Context: an optimization exercise on an open-source flow, tuned for small area and few clock cycles. The choices shown serve that exercise and are no tape-out recipe. Function was checked by simulation only, so behaviour that the tests miss may differ from the original. Power figures rest on the tool's default switching activity, not on a simulated workload.

$ cat design/flow/design.v
module djtag_core (
    input  wire         clk,
    input  wire         rst,
    input  wire         rx_valid,
    input  wire [6:0]   rx_len,
    input  wire [511:0] rx_data,
    output wire         rx_take,
    output wire         tx_valid,
    output wire [6:0]   tx_len,
    output wire [511:0] tx_data,
    input  wire         tx_ready,
    output reg          tck_o,
    output reg          tdi_o,
    output reg          tms_o,
    input  wire         tdo_i,
    output reg          trst_oe,
    output reg          srst_oe
);
    localparam [2:0] S_B0   = 3'd0,    
                     S_B1   = 3'd1,    
                     S_B2   = 3'd2,    
                     S_XF   = 3'd3,    
                     S_JT   = 3'd4,    
                     S_INFO = 3'd6,    
                     S_END  = 3'd7;    
    localparam [2:0] C_FREQ = 3'd2, C_XFER = 3'd3, C_SETSIG = 3'd4,
                     C_CLK = 3'd6, C_VOLT = 3'd7;
    reg [2:0]   st;
    reg [6:0]   rp;            
    reg [6:0]   oc;            
    reg         txv;
    reg [511:0] resp;
    reg [15:0]  kz;            
    reg         slow;          
    reg         last_tdo;
    reg         scr;           
    reg [2:0]   cmd;           
    reg         fa;            
    reg         fb;            
    reg [16:0]  acc;           
    reg         hh;            
    reg [8:0]   r;             
    reg [2:0]   bp;            
    reg [7:1]   cap;           
    genvar g;
    wire [6:0]  rp1, oc1;
    wire [8:0]  rm1;
    wire [2:0]  bp1;
    wire [7:0]  c_rp, c_oc;
    wire [9:0]  b_r;
    wire [3:0]  c_bp;
    assign c_rp[0] = 1'b1;
    assign c_oc[0] = 1'b1;
    assign b_r[0]  = 1'b1;
    assign c_bp[0] = 1'b1;
    generate
        for (g = 0; g < 7; g = g + 1) begin : g_inc7
            assign rp1[g]    = rp[g] ^ c_rp[g];
            assign c_rp[g+1] = rp[g] & c_rp[g];
            assign oc1[g]    = oc[g] ^ c_oc[g];
            assign c_oc[g+1] = oc[g] & c_oc[g];
        end
        for (g = 0; g < 9; g = g + 1) begin : g_decr
            assign rm1[g]   = r[g] ^ b_r[g];
            assign b_r[g+1] = ~r[g] & b_r[g];
        end
        for (g = 0; g < 3; g = g + 1) begin : g_incb
            assign bp1[g]    = bp[g] ^ c_bp[g];
            assign c_bp[g+1] = bp[g] & c_bp[g];
        end
    endgenerate
    wire [7:0] pb;
    djtag_rdmux u_rdmux (.d(rx_data), .sel(64'd1 << rp[5:0]), .q(pb));
    wire [7:0] nrp;
    wire [7:0] c_n;
    assign c_n[0] = 1'b0;
    generate
        for (g = 0; g < 7; g = g + 1) begin : g_nrp
            assign nrp[g]   = rx_len[g] ^ ~rp[g] ^ c_n[g];
            assign c_n[g+1] = (rx_len[g] & ~rp[g]) | (rx_len[g] & c_n[g]) | (~rp[g] & c_n[g]);
        end
    endgenerate
    assign nrp[7] = c_n[7];
    wire       at_end = ~nrp[7];
    wire       clamp   = fb & (&pb[7:4]) & (|pb[3:0]);      
    wire [8:0] len_eff = {fb, pb[7:4], pb[3:0] & {4{~clamp}}};
    wire       part    = |len_eff[2:0];
    wire [6:0] room;
    wire [7:0] b_o;
    assign b_o[0] = 1'b0;
    generate
        for (g = 0; g < 7; g = g + 1) begin : g_room
            wire k = (g == 6);
            assign room[g]  = k ^ oc[g] ^ b_o[g];
            assign b_o[g+1] = (~k & oc[g]) | (~k & b_o[g]) | (oc[g] & b_o[g]);
        end
    endgenerate
    wire [7:0] bra, brb;
    assign bra[0] = part;
    assign brb[0] = part;
    generate
        for (g = 0; g < 7; g = g + 1) begin : g_xchk
            wire bb = (g < 6) ? len_eff[3 + g] : 1'b0;
            assign bra[g+1] = (~nrp[g] & bb) | (~nrp[g] & bra[g]) | (bb & bra[g]);
            assign brb[g+1] = (~room[g] & bb) | (~room[g] & brb[g]) | (bb & brb[g]);
        end
    endgenerate
    wire       xfer_ok = ~bra[7] && (fa || ~brb[7]);
    wire       oc_gt54 = oc[6] | (oc[5] & oc[4] & (oc[3] | (oc[2] & oc[1] & oc[0])));
    wire       oc_full = oc[6];
    wire [15:0] inc = kz;
    wire [16:0] sum;
    wire [16:0] c_a;
    assign c_a[0] = 1'b0;
    generate
        for (g = 0; g < 16; g = g + 1) begin : g_acc
            assign sum[g]   = acc[g] ^ inc[g] ^ c_a[g];
            assign c_a[g+1] = (acc[g] & inc[g]) | (acc[g] & c_a[g]) | (inc[g] & c_a[g]);
        end
    endgenerate
    assign sum[16] = c_a[16];        
    localparam [16:0] LIM = 17'd31250;
    wire [17:0] gt;
    assign gt[0] = 1'b0;
    generate
        for (g = 0; g < 17; g = g + 1) begin : g_lim
            if (LIM[g]) begin : g_one
                assign gt[g+1] = acc[g] & gt[g];
            end else begin : g_zero
                assign gt[g+1] = acc[g] | gt[g];
            end
        end
    endgenerate
    wire       stretch = slow ? acc[16] : gt[17];
    wire       t_hit   = stretch & hh;
    wire       last    = (cmd == C_SETSIG) || (r == 9'd1);
    wire [15:0] den    = {r[7:0], pb};
    wire        pulse = r[0] & pb[0];
    reg [7:0] info_b;
    always @(*) begin
        case (r[3:0])
            4'd9: info_b = 8'h44;
            4'd8: info_b = 8'h4A;
            4'd7: info_b = 8'h54;
            4'd6: info_b = 8'h41;
            4'd5: info_b = 8'h47;
            4'd4: info_b = 8'h32;
            4'd3: info_b = 8'h0A;
            default: info_b = 8'h00;
        endcase
    end
    wire [7:0] xb;
    wire [7:0] capx = {cap, 1'b0};
    generate
        for (g = 0; g < 8; g = g + 1) begin : g_xb
            assign xb[g] = (bp == 3'd7 - g) ? tdo_i :
                           (bp >  3'd7 - g) ? capx[g] : 1'b0;
        end
    endgenerate
    reg       we;
    reg [7:0] wd;
    wire      fall = (st == S_JT) && tck_o && t_hit;
    always @(*) begin
        we = 1'b0;
        wd = xb;
        case (st)
            S_B0: begin
                wd = {5'd0, last_tdo, 2'd0};
                we = rx_valid && !txv && !at_end && pb[3:0] == 4'h5 && !oc_full;
            end
            S_B2: begin
                wd = {8{last_tdo}};
                we = !at_end && cmd == C_CLK && pb == 8'd0 && fa;
            end
            S_INFO: begin
                wd = info_b;
                we = 1'b1;
            end
            S_JT: begin
                if (cmd == C_CLK) begin
                    wd = {8{tdo_i}};
                    we = fall && last && fa;
                end else begin
                    we = fall && cmd == C_XFER && !fa && (bp == 3'd7 || last);
                end
            end
            default: ;
        endcase
    end
    wire [63:0] wen;
    djtag_wdec u_wdec (.we(we), .a(oc[5:0]), .en(wen));
    generate
        for (g = 0; g < 64; g = g + 1) begin : g_resp
            always @(posedge clk) begin
                if (wen[g])
                    resp[8*g +: 8] <= wd;
            end
        end
    endgenerate
    wire tload = (st == S_XF) ||
                 (st == S_B2 && !at_end &&
                  ((cmd == C_SETSIG && pulse) || (cmd == C_CLK && pb != 8'd0)));
    always @(posedge clk) begin
        acc <= (tload || stretch) ? {inc, 1'b0} : sum;
        hh  <= !tload && (hh ^ stretch);
    end
    task apply_setsig;
        begin
            if (r[1]) scr     <= pb[1];
            if (r[3]) tms_o   <= pb[3];
            if (r[4]) trst_oe <= ~pb[4];
            if (r[5]) srst_oe <= ~pb[5];
        end
    endtask
    always @(posedge clk) begin
        if (rst) begin
            st       <= S_B0;
            rp       <= 7'd0;
            oc       <= 7'd0;
            txv      <= 1'b0;
            kz       <= 16'd1000;
            slow     <= 1'b0;
            last_tdo <= 1'b0;
            scr      <= 1'b0;
            tck_o    <= 1'b0;
            tdi_o    <= 1'b0;
            tms_o    <= 1'b0;
            trst_oe  <= 1'b0;
            srst_oe  <= 1'b0;
        end else begin
            if (we) oc <= oc1;
            case (st)
                S_B0: begin
                    if (txv) begin
                        if (tx_ready) begin
                            txv <= 1'b0;
                            oc  <= 7'd0;
                        end
                    end else if (rx_valid) begin
                        cmd <= pb[2:0];
                        fa  <= pb[7];
                        fb  <= pb[6];
                        r   <= 9'd9;
                        if (at_end) begin
                            st <= S_END;
                        end else begin
                            case (pb[3:0])
                                4'h1: st <= oc_gt54 ? S_END : S_INFO;
                                4'h2, 4'h3, 4'h4, 4'h7: begin
                                    rp <= rp1;
                                    st <= S_B1;
                                end
                                4'h5: begin
                                    if (oc_full) st <= S_END;
                                    else rp <= rp1;
                                end
                                4'h6: begin
                                    if (pb[7] && oc_full) st <= S_END;
                                    else begin
                                        rp <= rp1;
                                        st <= S_B1;
                                    end
                                end
                                4'h8: rp <= rp1;
                                default: st <= S_END;
                            endcase
                        end
                    end
                end
                S_B1: begin
                    r <= {1'b0, pb};
                    if (at_end) begin
                        st <= S_END;
                    end else begin
                        case (cmd)
                            C_VOLT: begin
                                rp <= rp1;
                                st <= S_B0;
                            end
                            C_XFER: begin
                                if (!xfer_ok) begin
                                    st <= S_END;
                                end else begin
                                    tms_o <= 1'b0;
                                    rp    <= rp1;
                                    r     <= len_eff;
                                    bp    <= 3'd0;
                                    st    <= (len_eff == 9'd0) ? S_B0 : S_XF;
                                end
                            end
                            default: begin
                                rp <= rp1;
                                st <= S_B2;
                            end
                        endcase
                    end
                end
                S_B2: begin
                    if (at_end) begin
                        st <= S_END;
                    end else begin
                        case (cmd)
                            C_FREQ: begin
                                kz   <= (den == 16'd0) ? 16'd1 : den;
                                slow <= (den == 16'd0);
                                rp   <= rp1;
                                st   <= S_B0;
                            end
                            C_SETSIG: begin
                                if (pulse) begin
                                    tdi_o <= scr;
                                    st    <= S_JT;
                                end else begin
                                    apply_setsig;
                                    rp <= rp1;
                                    st <= S_B0;
                                end
                            end
                            default: begin    
                                if (pb != 8'd0) begin
                                    tms_o <= r[3];
                                    tdi_o <= r[1];
                                    r     <= {1'b0, pb};
                                    st    <= S_JT;
                                end else begin
                                    rp <= rp1;
                                    st <= S_B0;
                                end
                            end
                        endcase
                    end
                end
                S_XF: begin
                    tdi_o <= pb[7];
                    st    <= S_JT;
                end
                S_JT: begin
                    if (!t_hit) begin
                    end else if (!tck_o) begin
                        tck_o <= 1'b1;
                    end else begin
                        tck_o <= 1'b0;
                        r     <= rm1;
                        case (cmd)
                            C_XFER: begin
                                if (bp != 3'd7) cap[3'd7 - bp] <= tdo_i;
                                bp <= bp1;
                                if (last) begin
                                    if (bp != 3'd7) rp <= rp1;
                                    st <= S_B0;
                                end else begin
                                    tdi_o <= pb[3'd7 - bp1];
                                    if (bp1 == 3'd7) rp <= rp1;
                                end
                            end
                            C_SETSIG: begin
                                last_tdo <= tdo_i;
                                apply_setsig;
                                rp <= rp1;
                                st <= S_B0;
                            end
                            default: begin    
                                last_tdo <= tdo_i;
                                if (last) begin
                                    rp <= rp1;
                                    st <= S_B0;
                                end
                            end
                        endcase
                    end
                end
                S_INFO: begin
                    r <= rm1;
                    if (r[3:0] == 4'd0) begin
                        rp <= rp1;
                        st <= S_B0;
                    end
                end
                default: begin    
                    txv <= (oc != 7'd0);
                    rp  <= 7'd0;
                    st  <= S_B0;
                end
            endcase
        end
    end
    assign rx_take  = (st == S_END);
    assign tx_valid = txv;
    assign tx_len   = oc;
    assign tx_data  = resp;
endmodule
module djtag_rdmux (
    input  wire [511:0] d,
    input  wire [63:0]  sel,
    output wire [7:0]   q
);
    wire [8*22-1:0] gn;      
    genvar k, b;
    generate
        for (k = 0; k < 21; k = k + 1) begin : g_grp
            djtag_aoi3 u_aoi (.d0(d[24*k +: 8]), .d1(d[24*k+8 +: 8]), .d2(d[24*k+16 +: 8]),
                              .s0(sel[3*k]), .s1(sel[3*k+1]), .s2(sel[3*k+2]),
                              .qn(gn[8*k +: 8]));
        end
    endgenerate
    assign gn[8*21 +: 8] = ~(d[8*63 +: 8] & {8{sel[63]}});
    generate
        for (b = 0; b < 8; b = b + 1) begin : g_bit
            wire [21:0] col;
            for (k = 0; k < 22; k = k + 1) begin : g_col
                assign col[k] = gn[8*k + b];
            end
            assign q[b] = ~&col;
        end
    endgenerate
endmodule
module djtag_aoi3 (
    input  wire [7:0] d0,
    input  wire [7:0] d1,
    input  wire [7:0] d2,
    input  wire       s0,
    input  wire       s1,
    input  wire       s2,
    output wire [7:0] qn
);
    assign qn = ~((d0 & {8{s0}}) | (d1 & {8{s1}}) | (d2 & {8{s2}}));
endmodule
module djtag_wdec (
    input  wire        we,
    input  wire [5:0]  a,
    output wire [63:0] en
);
    assign en = {63'd0, we} << a;
endmodule
$ cat design/flow/flow/run.sh
#!/bin/bash
# The standard layout, with the smallest buffer (buf_1) on every port
# instead of the one buffer_ports picks by default, the buffers that
# synthesis inserted removed at floorplan (repair_design re-buffers the nets
# that need it once the cells are placed), and rx_data and tx_data each kept
# to one corner of the die.
set -uo pipefail
bash standard.sh "BUFFER_PORTS_ARGS=-buffer_cell sky130_fd_sc_hd__buf_1" \
    REMOVE_ABC_BUFFERS=1 \
    "PRE_IO_PLACEMENT_TCL=$PWD/flow/pins.tcl" finish > standard.log 2>&1
$ cat design/flow/flow/pins.tcl
# rx_data on the left and bottom edges, tx_data on the right and top edges:
# the packet read port gathers at the bottom left, the response buffer at
# the top right.  The other ports go where the placer puts them.
foreach {bus edge0 edge1} {rx_data left bottom tx_data right top} {
  set lo {}
  set hi {}
  for {set i 0} {$i < 256} {incr i} {
    lappend lo "${bus}\[$i\]"
    lappend hi "${bus}\[[expr {$i + 256}]\]"
  }
  set_io_pin_constraint -pin_names $lo -region ${edge0}:*
  set_io_pin_constraint -pin_names $hi -region ${edge1}:*
}
$ cat design/flow/standard.sh
#!/bin/bash
# synth_recipe.tcl (not shown) runs the flow's synth.tcl, then flattens the netlist and writes it again
# the make line also repeats each setting of config.mk as NAME=value (left out here)
make -C /OpenROAD-flow-scripts/flow DESIGN_CONFIG=/design/flow/config.mk WORK_HOME=/design/flow/orfs CLKGATE_MAP_FILE= SYNTH_SCRIPT=/design/flow/synth_recipe.tcl "${@:-finish}"
$ cat design/flow/config.mk
export PLATFORM = sky130hd
export DESIGN_NAME = djtag_core
export DESIGN_NICKNAME = djtag_core
export VERILOG_FILES = /design/flow/design.v
export SDC_FILE = /design/flow/constraint.sdc
export NUM_CORES = 4
export LEC_CHECK = 0
export CAP_MARGIN = 10
export CORE_MARGIN = 2
export CORE_UTILIZATION = 20
export CTS_BUF_LIST = sky130_fd_sc_hd__clkbuf_8
export CTS_CLUSTER_DIAMETER = 80
export CTS_CLUSTER_SIZE = 16
export GPL_TIMING_DRIVEN = 0
export SLEW_MARGIN = 10
export SYNTH_HIERARCHICAL = 1
$ cat design/flow/constraint.sdc
create_clock -name core_clock -period 10.0 [get_ports {clk}]
set_input_delay 2.0000 -clock core_clock [delete_from_list [all_inputs] [get_ports {clk}]]
set_output_delay 2.0000 -clock core_clock [all_outputs]
set_load 0.01 [all_outputs]
==> impl_metrics.sql, run 1 <==
INSERT INTO impl_metrics (metric_group, metric, value, unit) VALUES
('worst_setup_path', 'worst-setup-path-type', 'reg -> reg', ''),
('grt', 'antenna_found_initial', '23', ''),
('power_and_ir_drop', 'power.share.combinational', '0.238', ''),
('placed_design', 'placed_cells_incl_taps', '4254', ''),
('yosys', 'synthCells', '1634', ''),
('sta', 'fmaxAchievable', '119', 'MHz'),
('clock_network', 'cts_htree_levels', '2', ''),
('clock_network', 'postCtsResizedCells', '0', ''),
('route', 'route.final.wire_length', '123000', 'um'),
('final_layout', 'multiInputGateArea', '6710', 'um2'),
('route', 'drt-wirelength-per-cell', '28.5', 'um'),
('power_and_ir_drop', 'power.total', '5.68', 'mW'),
('die', 'chipWidth', '355', 'um'),
('route', 'drc_errors', '0', ''),
('clock_network', 'cts_hold_buffers', '0', ''),
('route', 'drtAntennaViolNets', '0', ''),
('power_and_ir_drop', 'power.density', '180', 'nW/um2'),
('sta', 'fin_crit_sh', '0.841', ''),
('worst_setup_path', 'timing.reg2reg.setup_slack', '1590', 'ps'),
('die', 'floorplan.rows', '128', ''),
('worst_setup_path', 'critical_path.max_fanout', '16', ''),
('run_status', 'run_status', 'no timing/DRC/antenna violations', ''),
('final_layout', 'regArea', '17300', 'um2'),
('sta', 'timing.slew.headroom', '0.0214', ''),
('final_layout', 'drive_gt1_frac', '0.0553', ''),
('power_and_ir_drop', 'static-leakage-power', '9.77', 'nW'),
('placed_design', 'place_ws', '1080', 'ps'),
('yosys', 'synth-async-reset-ratio', '0', ''),
('grt', 'grt_overflow', '0', ''),
('yosys', 'portion_of_synthesized_cell_area_occupied_by_the_leading_cell_type', '0.655', ''),
('grt', 'grtUsageTotal', '0.186', ''),
('yosys', 'seq_area_frac_synth', '0.704', ''),
('clock_network', 'postCtsSetupRepairBufs', '0', ''),
('power_and_ir_drop', 'seq_power_share', '0.537', ''),
('clock_network', 'numCtsBuffers', '46', ''),
('yosys', 'synth.distinct_cells', '85', ''),
('sta', 'slack_of_the_critical_path', '1590', 'ps'),
('yosys', 'synth_enable_flop_cells', '536', ''),
('grt', 'first_global_vias', '19400', ''),
('yosys', 'postSynthAreaPerCell', '15.0', 'um2'),
('power_and_ir_drop', 'cell_internal_pwr', '3.85', 'mW'),
('worst_setup_path', 'reg2reg_from', 'rp[3]$_SDFFE_PP0P_', ''),
('sta', 'final-setup-viol-count', '0', ''),
('final_layout', 'layoutNonFillerInstCount', '4328', ''),
('clock_network', 'tritoncts_clock_tree', 'yes', ''),
('clock_network', 'insertion_delay', '710', 'ps'),
('worst_setup_path', 'setup.worst_path.start_class', 'flop', ''),
('grt', 'grt_first_pass_wirelength', '163000', 'um'),
('hold_path', 'hold-path-cell-count', '2', ''),
('power_and_ir_drop', 'total_switching_power', '1.82', 'mW'),
('placed_design', 'placedInstanceArea', '30700', 'um2'),
('final_layout', 'post-route-util', '0.259', ''),
('route', 'routed-via-count', '20600', ''),
('yosys', 'syn_area', '24600', 'um2'),
('hold_path', 'hold_class', 'reg -> reg', ''),
('sta', 'rsz_0062_raised_after_global_routing', 'no', ''),
('clock_network', 'ctsRootBufferMaster', 'sky130_fd_sc_hd__clkbuf_8', ''),
('flow_run', 'maxCapViolCount', '0', ''),
('placed_design', 'finalWeightedCongestion', '1.01', ''),
('yosys', 'synth_top_flop_cell', 'sky130_fd_sc_hd__edfxtp_1', ''),
('die', 'floorplan.initialDensity', '0.202', ''),
('final_layout', 'finished_layout_cell_area', '31500', 'um2'),
('route', 'detailedRoute.firstIterationViolations', '3172', ''),
('worst_setup_path', 'worstRegToRegCells', '14', ''),
('power_and_ir_drop', 'p_sw_frac', '0.322', ''),
('die', 'floorplan.die_area', '126000', 'um2'),
('power_and_ir_drop', 'power.share.clock', '0.225', ''),
('sta', 'report.final.hold_viol_count', '0', ''),
('worst_setup_path', 'critPathRequiredTime', '10290', 'ps'),
('clock_network', 'tritoncts_num_sinks', '596', ''),
('worst_setup_path', 'reg2reg_to', 'resp[367]$_DFFE_PP_', '');
## cell families (layout without fill, tap and decap cells)
group / count (synthesis) / in the layout / synth area share
buf+inv: 154 / 1212 / 0.0273
mux: 37 / 37 / 0.0170
xor+xnor: 9 / 9 / 0.00321
flops: 596 / 596 / 0.704
simple gates: 427 / 427 / 0.0873
other cells: 0 / 11 / 0
compound gates: 340 / 340 / 0.119
fa+ha+maj: 71 / 71 / 0.0423
## state kept, by name, summed over array words and instances, names as in the netlist, 7 cells and up
signal and count:
resp 512, acc 17, kz 16, r 9, cap 7, oc 7, rp 7
## routing by layer
| metal | vias up | share of wire | wire length (um) | global-route usage |
|---|---|---|---|---|
| met1 | 10200 | 0.35 | 42500 | 0.205 |
| met2 | 1461 | 0.49 | 60500 | 0.322 |
| met4 | 8 | 0.072 | 8920 | 0.117 |
| li1 | 8724 | - | - | - |
| met3 | 275 | 0.091 | 11200 | 0.0441 |
| met5 | - | 0.00038 | 47 | 0 |
## final cells by class
type,count,share of cell area
Sequential cell,596,0.549
Multi-Input combinational cell,884,0.213
Timing Repair Buffer,1095,0.141
Tap cell,1625,0.0645
Clock buffer,47,0.0205
Inverter,54,0.00643
Clock inverter,16,0.00480
Antenna cell,11,0.000873
## modules after synthesis (local to each module, per instance)
module | flip-flops and latches | cell area (um2)
djtag_aoi3 | 0 | 90.1
djtag_rdmux | 0 | 422
djtag_wdec | 0 | 469
djtag_core | 596 | 21800
## worst max-delay path by stage
stage | slack [ps] | from | endpoint
2_1_floorplan | 2760 | tdo_i | resp[105]$_DFFE_PP_
3_3_place_gp | -6600 | tdo_i | resp[9]$_DFFE_PP_
3_5_place_dp | 1080 | rx_data[148] | resp[101]$_DFFE_PP_
4_1_cts | 1480 | rp[3]$_SDFFE_PP0P_ | resp[367]$_DFFE_PP_
5_1_grt | 1360 | rp[3]$_SDFFE_PP0P_ | resp[366]$_DFFE_PP_
6_report | 1590 | rp[3]$_SDFFE_PP0P_ | resp[367]$_DFFE_PP_
## layout by cell type, fill, tap and decap left out, types with 7 or more instances in the layout
master / synthesis / routed
sky130_fd_sc_hd__nor2b_1: 11 / 11
sky130_fd_sc_hd__clkbuf_8: 0 / 47
sky130_fd_sc_hd__fa_1: 21 / 21
sky130_fd_sc_hd__o21ai_0: 26 / 24
sky130_fd_sc_hd__diode_2: 0 / 11
sky130_fd_sc_hd__buf_1: 2 / 1048
sky130_fd_sc_hd__nor2_1: 190 / 190
sky130_fd_sc_hd__nand3_1: 27 / 26
sky130_fd_sc_hd__nor4_1: 18 / 17
sky130_fd_sc_hd__ha_1: 46 / 46
sky130_fd_sc_hd__inv_1: 53 / 61
sky130_fd_sc_hd__mux2i_1: 17 / 17
sky130_fd_sc_hd__nand2_1: 66 / 66
sky130_fd_sc_hd__o22ai_1: 10 / 9
sky130_fd_sc_hd__a211oi_1: 14 / 13
sky130_fd_sc_hd__edfxtp_1: 536 / 536
sky130_fd_sc_hd__a21oi_1: 39 / 39
sky130_fd_sc_hd__mux2_2: 13 / 13
sky130_fd_sc_hd__nand4_1: 39 / 39
sky130_fd_sc_hd__nor3_1: 8 / 7
sky130_fd_sc_hd__a31oi_1: 9 / 9
sky130_fd_sc_hd__buf_4: 1 / 31
sky130_fd_sc_hd__a221o_1: 8 / 8
sky130_fd_sc_hd__a222oi_1: 168 / 168
sky130_fd_sc_hd__dfxtp_1: 60 / 59
sky130_fd_sc_hd__nand2b_1: 9 / 9
## power by group through the flow
stage / Combinational, mW / Sequential, mW / Clock [mW]
after global routing: 1.46 / 3.06 / 1.41
after global placement: 1.22 / 3.18 / 0
after detailed placement: 1.35 / 3.10 / 0
after CTS: 1.36 / 3.05 / 1.33
final: 1.35 / 3.05 / 1.28
after floorplan: 0.673 / 3.09 / 0
## synthesized netlist by cell type (17+ instances only)
master	count
sky130_fd_sc_hd__a21oi_1	39
sky130_fd_sc_hd__a222oi_1	168
sky130_fd_sc_hd__clkbuf_1	41
sky130_fd_sc_hd__clkbuf_2	42
sky130_fd_sc_hd__dfxtp_1	60
sky130_fd_sc_hd__edfxtp_1	536
sky130_fd_sc_hd__fa_1	21
sky130_fd_sc_hd__ha_1	46
sky130_fd_sc_hd__inv_1	53
sky130_fd_sc_hd__mux2i_1	17
sky130_fd_sc_hd__nand2_1	66
sky130_fd_sc_hd__nand3_1	27
sky130_fd_sc_hd__nand4_1	39
sky130_fd_sc_hd__nor2_1	190
sky130_fd_sc_hd__nor4_1	18
sky130_fd_sc_hd__o21ai_0	26
## worst max-delay path, cell delays in order (launching register included)
cell	delay, ps
sky130_fd_sc_hd__dfxtp_1	530
sky130_fd_sc_hd__inv_1	300
sky130_fd_sc_hd__nand2_1	580
sky130_fd_sc_hd__nor2_1	340
sky130_fd_sc_hd__a222oi_1	1040
sky130_fd_sc_hd__nand4_1	690
sky130_fd_sc_hd__nor4_1	510
sky130_fd_sc_hd__nand2_1	510
sky130_fd_sc_hd__nor4_1	420
sky130_fd_sc_hd__nand2_1	240
sky130_fd_sc_hd__o22ai_1	310
sky130_fd_sc_hd__a311oi_4	250
sky130_fd_sc_hd__inv_1	180
sky130_fd_sc_hd__nand3b_1	890
sky130_fd_sc_hd__nor2_1	1190
Testbench counts, summed over its fixed seeds: cycles 2,784,847.
==> run 2, diff against run 1 <==
--- a/design/flow/config.mk
+++ b/design/flow/config.mk
@@ -5,12 +5,12 @@
 export SDC_FILE = /design/flow/constraint.sdc
 export NUM_CORES = 4
 export LEC_CHECK = 0
-export CAP_MARGIN = 10
+export CAP_MARGIN = 20
 export CORE_MARGIN = 2
 export CORE_UTILIZATION = 20
 export CTS_BUF_LIST = sky130_fd_sc_hd__clkbuf_8
 export CTS_CLUSTER_DIAMETER = 80
 export CTS_CLUSTER_SIZE = 16
 export GPL_TIMING_DRIVEN = 0
-export SLEW_MARGIN = 10
+export SLEW_MARGIN = 20
 export SYNTH_HIERARCHICAL = 1
==> run 2 against run 1 <==
  * Critical path depth is 1 higher
  * Cell count is 0.53% higher
  * Die area stayed put
  * Via count hardly changed
  * Sequential share of layout area is 0.50 points lower
  * Sequential power hardly changed
  * Still clean
  * Power is 0.94% higher
  * Worst hold slack worse by 2.0 ps
  * Worst setup slack better by 380 ps
  * Clock skew is 2.2 ps higher
  * Final area is 0.95% higher
==> impl_metrics.sql, run 2 <==
INSERT INTO impl_metrics (metric_group, metric, value, unit) VALUES
('run_status', 'run_status', 'no timing/DRC/antenna violations', ''),
('yosys', 'yosys.area.top_type', 'sky130_fd_sc_hd__edfxtp_1', ''),
('yosys', 'synthCells', '1634', ''),
('worst_setup_path', 'reg2reg_from', 'rp[0]$_SDFFE_PP0P_', ''),
('clock_network', 'insertion_delay', '700', 'ps'),
('final_layout', 'post-route-util', '0.261', ''),
('clock_network', 'cts-root-to-sink-buffers', '3', ''),
('clock_network', 'postCtsSetupRepairBufs', '0', ''),
('die', 'floorplan.initialDensity', '0.202', ''),
('worst_setup_path', 'crit_path_end_kind', 'flop', ''),
('sta', 'timing.slew.headroom', '0.0666', ''),
('placed_design', 'port_buffers', '1049', ''),
('die', 'core', '122000', 'um2'),
('sta', 'final-setup-viol-count', '0', ''),
('yosys', 'synth_enable_flop_cells', '536', ''),
('worst_setup_path', 'critical_path.slowest_cell', 'sky130_fd_sc_hd__a222oi_1', ''),
('route', 'routed-via-count', '20600', ''),
('yosys', 'syn_area', '24600', 'um2'),
('yosys', 'postSynthAreaPerCell', '15.0', 'um2'),
('yosys', 'portion_of_synthesized_cell_area_occupied_by_the_leading_cell_type', '0.655', ''),
('flow_run', 'maxCapViolCount', '0', ''),
('route', 'detailedRoute.firstPassIterationCount', '10', ''),
('route', 'detailedRoute.firstIterationViolations', '2953', ''),
('sta', 'max_slew.worst_pin.slew', '1400', 'ps'),
('yosys', 'synth-async-reset-ratio', '0', ''),
('clock_network', 'tritoncts_num_sinks', '596', ''),
('clock_network', 'postCtsResizedCells', '0', ''),
('clock_network', 'numCtsBuffers', '46', ''),
('final_layout', 'largest_reg_flops', '512', ''),
('grt', 'grt_first_pass_wirelength', '163000', 'um'),
('power_and_ir_drop', 'power.density', '180', 'nW/um2'),
('route', 'drc_errors', '0', ''),
('worst_setup_path', 'setup.worst_path.end', 'resp[13]$_DFFE_PP_', ''),
('yosys', 'yosys-top-cells-count', 'sky130_fd_sc_hd__edfxtp_1, sky130_fd_sc_hd__nor2_1, sky130_fd_sc_hd__a222oi_1', ''),
('final_layout', 'layout_common_cells', 'sky130_fd_sc_hd__buf_1, sky130_fd_sc_hd__edfxtp_1, sky130_fd_sc_hd__nor2_1', ''),
('yosys', 'ys_seq_elements', '596', ''),
('placed_design', 'finalWeightedCongestion', '1.01', ''),
('yosys', 'yosys.cell_count.top_type', 'sky130_fd_sc_hd__edfxtp_1', ''),
('final_layout', 'fin_nets', '3288', ''),
('yosys', 'synth_top_flop_cell', 'sky130_fd_sc_hd__edfxtp_1', ''),
('die', 'floorplan.rows', '128', ''),
('grt', 'grt_overflow', '0', ''),
('worst_setup_path', 'timing.reg2reg.setup_slack', '1970', 'ps'),
('sta', 'fmaxAchievable', '125', 'MHz'),
('worst_setup_path', 'cp.arrival', '8310', 'ps'),
('die', 'floorplan.die_area', '126000', 'um2'),
('sta', 'time_the_final_worst_path_needs_with_i_o_delays_and_setup', '8030', 'ps'),
('final_layout', 'final_common_cell', 'sky130_fd_sc_hd__buf_1', ''),
('worst_setup_path', 'critical_path.max_stage_delay', '1230', 'ps'),
('worst_setup_path', 'path_cells', 'inv_1 -> ha_1 -> nand2_1 -> nor2_1 -> a222oi_1 -> nand4_1 -> nor4_1 -> nand2_1 -> nor4_1 -> nand2_1 -> o22ai_1 -> a311oi_4 -> inv_1 -> or3b_1 -> nor2_1', ''),
('worst_setup_path', 'critical_path.max_fanout', '16', ''),
('route', 'vias_per_cell', '4.74', ''),
('final_layout', 'drive_gt1_frac', '0.0653', ''),
('worst_setup_path', 'critPathRequiredTime', '10280', 'ps'),
('yosys', 'ys_warn_count', '7', ''),
('sta', 'fin_crit_sh', '0.803', ''),
('clock_network', 'clkTransAtPathRegs', '100', 'ps'),
('grt', 'grt.met3_usage', '0.0467', ''),
('sta', 'report.final.slew_viol_count', '0', ''),
('clock_network', 'tritoncts_clock_tree', 'yes', ''),
('placed_design', 'placed_cells_incl_taps', '4273', ''),
('final_layout', 'layoutNonFillerInstCount', '4351', ''),
('grt', 'gr-usage-met1', '0.203', ''),
('worst_setup_path', 'cpMostUsedCell', 'sky130_fd_sc_hd__nand2_1', ''),
('worst_setup_path', 'reg2reg_to', 'resp[13]$_DFFE_PP_', ''),
('grt', 'grt_max_degree', '43', ''),
('grt', 'antenna_found_initial', '26', ''),
('yosys', 'seq_area_frac_synth', '0.704', ''),
('final_layout', 'largestRegisters', 'resp (512), acc (17), kz (16)', ''),
('worst_setup_path', 'crit_start', 'rp[0]$_SDFFE_PP0P_', ''),
('worst_setup_path', 'setup.worst_path.start_class', 'flop', ''),
('hold_path', 'hold_class', 'reg -> reg', ''),
('clock_network', 'cts_htree_levels', '2', ''),
('power_and_ir_drop', 'ir_drop_worst_vdd', '0.0989', 'mV'),
('sta', 'rsz_0062_raised_after_global_routing', 'no', ''),
('worst_setup_path', 'worstRegToRegCells', '15', ''),
('yosys', 'synth.top_cells.by_area', 'sky130_fd_sc_hd__edfxtp_1, sky130_fd_sc_hd__a222oi_1, sky130_fd_sc_hd__dfxtp_1, sky130_fd_sc_hd__nor2_1, sky130_fd_sc_hd__ha_1', ''),
('die', 'die_height', '355', 'um'),
('sta', 'report.final.hold_viol_count', '0', ''),
('final_layout', 'syn2layout_area_growth', '29.5', '%'),
('clock_network', 'ctsRootBufferMaster', 'sky130_fd_sc_hd__clkbuf_8', ''),
('yosys', 'synth.distinct_cells', '85', ''),
('grt', 'global_route.peak_usage_layer', 'met2', ''),
('sta', 'final.setup.tns', '0', 'ps'),
('clock_network', 'cts_hold_buffers', '0', ''),
('die', 'chipWidth', '355', 'um'),
('grt', 'first_global_vias', '19400', ''),
('placed_design', 'dp.final_hpwl', '101000', 'um'),
('power_and_ir_drop', 'static-leakage-power', '9.92', 'nW'),
('route', 'drt-wirelength-per-cell', '28.3', 'um'),
('route', 'drtAntennaViolNets', '0', ''),
('grt', 'grtUsageTotal', '0.186', ''),
('route', 'route.final.wire_length', '123000', 'um'),
('worst_setup_path', 'worst-setup-path-type', 'reg -> reg', ''),
('final_layout', 'top_register', 'resp', ''),
('sta', 'finalClockSkew', '59.0', 'ps'),
('die', 'boundaryPins', '1050', ''),
('grt', 'global_route.usage.met2', '0.323', '');
## run 2: worst min path at each step
stage,start,end,cells past startpoint
after floorplan,scr$_SDFFE_PP0P_,scr$_SDFFE_PP0P_,2
after global placement,scr$_SDFFE_PP0P_,scr$_SDFFE_PP0P_,2
after detailed placement,scr$_SDFFE_PP0P_,scr$_SDFFE_PP0P_,2
after CTS,scr$_SDFFE_PP0P_,scr$_SDFFE_PP0P_,2
after global routing,scr$_SDFFE_PP0P_,scr$_SDFFE_PP0P_,2
final,scr$_SDFFE_PP0P_,scr$_SDFFE_PP0P_,2
## run 2: where the power goes
part	leakage (nW)	total (mW)	switching, mW	internal (mW)
Combinational	4.03	1.40	0.911	0.487
Sequential	5.45	3.05	0.120	2.93
Clock	0.440	1.28	0.794	0.488
## run 2: per-stage QoR
| stage | hold slack (ps) | instance area (um2) | total power [mW] | setup WS (ps) |
|---|---|---|---|---|
| after floorplan | 430 | 24100 | 3.76 | 2760 |
| after global placement | 454 | 30100 | 4.40 | -6600 |
| after detailed placement | 455 | 31000 | 4.50 | 1800 |
| after CTS | 475 | 31800 | 5.79 | 2100 |
| after global routing | 505 | 31800 | 5.99 | 1780 |
| final | 476 | 31800 | 5.73 | 1970 |
## run 2: critical path: cells and delay by family, from the launching register on
family                     cells  cell delay [ps]
AOI/OAI and AO/OA              3             1780
buffers and inverters          2              470
adders and majority gates      1              360
and+or+nand+nor                9             4390
DFF                            1              550
## run 2: cells by family (layout without fill, tap and decap cells)
group                    Yosys count  after routing  synth area share
flip-flops                       596            596             0.704
AO/OA/AOI/OAI                    340            340             0.119
adder cells (fa/ha/maj)           71             71            0.0423
buffers and inverters            154           1232            0.0273
AND/OR/NAND/NOR                  427            427            0.0873
other                              0             14                 0
XOR/XNOR                           9              9           0.00321
multiplexers                      37             37            0.0170
## run 2: final cells by class
cell class	instances	area (um2)
fill	12900	90100
sequential	596	17300
multi-input combinational	884	6720
timing repair buffer	1115	4710
tap	1625	2030
clock buffer	46	633
inverter	54	203
clock inverter	17	178
antenna	14	35.0
## run 2: per-module statistics from Yosys, one instance, submodules excluded
module | cells | flops+latches | copies in the design | cell area, um2
djtag_core | 1258 | 596 | 1 | 21800
djtag_wdec | 93 | 0 | 1 | 469
djtag_rdmux | 73 | 0 | 1 | 422
djtag_aoi3 | 10 | 0 | 21 | 90.1
## run 2: layer usage
layer  vias to the layer above  routed length [um]
met5                         -                  44
met4                         8                9070
met3                       276               11500
met2                      1497               60400
met1                     10100               42200
li1                       8769                   -

## afterwards: timing with drivers on the ports
The flow's constraints put no driver on any port. The routed layouts listed below were extracted and timed again, unchanged, in two steps.
Step 1, drivers: a clkbuf_16 drives clk and a buf_2 each remaining input, both assumed.
Step 2 adds t to the input delays and takes it off the output delays; t is the mean of the earliest and latest rising clock arrival at the registers after step 1. Input paths then give back, and output paths get back, about the clock's delay inside the block.
a / b / c = no drivers / after step 1 / after step 2; a / b = the first two.
run	t (ns)	setup slack, ns	hold slack, ns	worst setup path at the end	pins driven straight from the clock port
run 1	0.744	1.593 / 1.593 / 1.212	0.478 / 0.478 / 0.478	input to register	1
run 2	0.738	1.972 / 1.972 / 1.674	0.476 / 0.476 / 0.476	input to register	1
After both steps setup and hold are still met in every run listed. For run 1, which loses most, drivers alone change the setup slack by 0.000 ns; drivers and shift together by -0.381 ns.
